Background: an optimization exercise with open tools, aiming at small area, a short achievable clock period and few clock cycles. Do not read the settings as production practice.
Only simulation tests tie the RTL to the original design; equivalence was not proved.
The clock port is modelled as an ideal driver, which makes a skipped or thinned clock tree look cheaper than it is; a real chip needs a root buffer or a tree.
Power and IR drop assume default switching activity.

// pyfpga_codec
module pyfpga_codec (
    input  wire        clk,
    input  wire        rst,           
    input  wire        cmd_valid,
    input  wire [49:0] cmd_word,      
    output wire        cmd_ready,
    output wire        rsp_valid,
    output wire [2:0]  rsp_status,
    output wire [31:0] rsp_data,
    output wire        tx_valid,
    output wire [7:0]  tx_data,
    output wire        link_poll,
    input  wire [7:0]  link_avail,
    output wire        rx_pop,
    input  wire [7:0]  rx_byte
);
For scale: about 290 cells after synthesis, ~3100 sq um of cells after synthesis.
export LEC_CHECK = 0
export CAP_MARGIN = 20
export CORE_MARGIN = 2
export CORE_UTILIZATION = 65
export CTS_BUF_LIST = sky130_fd_sc_hd__clkbuf_16
export CTS_CLUSTER_DIAMETER = 500
export CTS_CLUSTER_SIZE = 100
export PLACE_DENSITY = 0.75
export SETUP_SLACK_MARGIN = 2.72
export SLEW_MARGIN = 20
export SYNTH_HIERARCHICAL = 1
export SYNTH_MINIMUM_KEEP_SIZE = 0
create_clock -name core_clock -period 4.5 [get_ports {clk}]
standard.sh (not shown) runs the stock make flow with config.mk's settings and CLKGATE_MAP_FILE= SYNTH_SCRIPT=/design/flow/synth_recipe.tcl, a recipe that flattens the netlist after the stock synthesis.
==> flow/flow/run.sh <==
#!/bin/bash
set -euo pipefail
bash standard.sh "BUFFER_PORTS_ARGS=-buffer_cell sky130_fd_sc_hd__buf_1" finish > standard_flow.log 2>&1
Testbench counts at the start, summed over its fixed seeds: cycles 68,159.
Change:
==> flow/flow/run.sh (replaced) <==
#!/bin/bash
set -euo pipefail
here=$(pwd)
bash standard.sh "BUFFER_PORTS_ARGS=-buffer_cell sky130_fd_sc_hd__buf_1" \
  "PRE_CTS_TCL=$here/flow/flat_cts.tcl" finish > standard_flow.log 2>&1
==> flow/flow/flat_cts.tcl (new file) <==
set nbuf 3
if {[info exists ::env(CTS_FLAT_BUFS)]} { set nbuf $::env(CTS_FLAT_BUFS) }
set block [ord::get_db_block]
set db [ord::get_db]
set clk_port [lindex [all_clocks] 0]
set clk_name [get_property [lindex [get_property $clk_port sources] 0] name]
set clk_net [$block findNet $clk_name]
set master [$db findMaster sky130_fd_sc_hd__clkbuf_16]

# the clock pins the port drives, sorted by x
set sinks {}
foreach it [$clk_net getITerms] {
  set inst [$it getInst]
  set loc [$inst getLocation]
  lappend sinks [list [lindex $loc 0] [lindex $loc 1] $it]
}
set sinks [lsort -integer -index 0 $sinks]
set n [llength $sinks]
puts "flat_cts: $n clock pins, $nbuf buffers"

for {set k 0} {$k < $nbuf} {incr k} {
  set lo [expr {$k * $n / $nbuf}]
  set hi [expr {($k + 1) * $n / $nbuf - 1}]
  set grp [lrange $sinks $lo $hi]
  set sx 0; set sy 0
  foreach s $grp { incr sx [lindex $s 0]; incr sy [lindex $s 1] }
  set cx [expr {$sx / [llength $grp]}]
  set cy [expr {$sy / [llength $grp]}]
  set buf [odb::dbInst_create $block $master "clkbuf_flat_$k"]
  set net [odb::dbNet_create $block "clknet_flat_$k"]
  $net setSigType CLOCK
  [$buf findITerm A] connect $clk_net
  [$buf findITerm X] connect $net
  foreach s $grp {
    set it [lindex $s 2]
    $it disconnect
    $it connect $net
  }
  $buf setLocation $cx $cy
  $buf setPlacementStatus PLACED
  puts "flat_cts: clkbuf_flat_$k drives [llength $grp] pins from ($cx, $cy)"
}
$clk_net setSigType CLOCK

# TritonCTS is not run: the tree above is the clock tree
proc clock_tree_synthesis {args} { puts "flat_cts: clock_tree_synthesis skipped" }
set_propagated_clock [all_clocks]
- CTS_BUF_LIST: sky130_fd_sc_hd__clkbuf_16 -> default
- CTS_CLUSTER_DIAMETER: 500 -> default
- CTS_CLUSTER_SIZE: 100 -> default
- SETUP_SLACK_MARGIN: 2.72 -> 2.95
Result: Synthesized cell count does not change; clock power drops by 53%; routed wire length rises by 11%.
Change:
- SETUP_SLACK_MARGIN: 2.95 -> 2.72
- setup slack got worse by 0.043 ns
- power fell by a little under a tenth
- sequential share of layout area rose by 3.0 points
- first-iteration DRC count fell by about a fifth
- core utilization fell by 9.1 points
- routed wire length fell by about a fifth
Change:
- SETUP_SLACK_MARGIN: 2.72 -> 3.05
=>
- This time the run stopped in 5_1_grt, error DPL-0038
- area after synthesis does not change
- synthesized cell count stays the same
Change:
==> flow/flow/run.sh (replaced) <==
#!/bin/bash
set -euo pipefail
bash standard.sh "BUFFER_PORTS_ARGS=-buffer_cell sky130_fd_sc_hd__buf_1" finish > standard_flow.log 2>&1
- CORE_UTILIZATION: 65 -> 80
- PLACE_DENSITY: 0.75 -> 0.88
- SETUP_SLACK_MARGIN: 3.05 -> 2.72
removed: flow/flow/flat_cts.tcl
What happened: The changed run aborted during 3_3_place_gp on GPL-0301; synthesized area does not change; synthesized cell count stays the same.
In the second and third runs of this note the design's own scripts or RTL, not TritonCTS, make the clock network.

==> separate check: timing with driven ports <==
The flow's constraints put no driver on any port. The routed layouts listed below were extracted and timed again, unchanged, in two steps.
Step 1, drivers: a clkbuf_16 drives clk and a buf_2 each remaining input, both assumed.
Step 2 also shifts input and output timing later by t, the mid clock arrival at the registers, as if the neighbouring blocks saw the same clock.
Slacks: no drivers / after step 1 / after step 2; pairs: no drivers / after step 1.
run | t, ns | setup slack, ns | cell pins on the clock port's net
the first run | 0.348 | 2.744 / 2.711 / 2.598 | 1
the second run | 0.210 | 2.819 / 2.840 / 2.629 | 3
the third run | 0.208 | 2.776 / 2.729 / 2.595 | 3
After both steps every run listed still meets setup and hold. The setup slack of the second run, which loses most, moves by +0.021 ns with the drivers and by -0.190 ns with both steps.
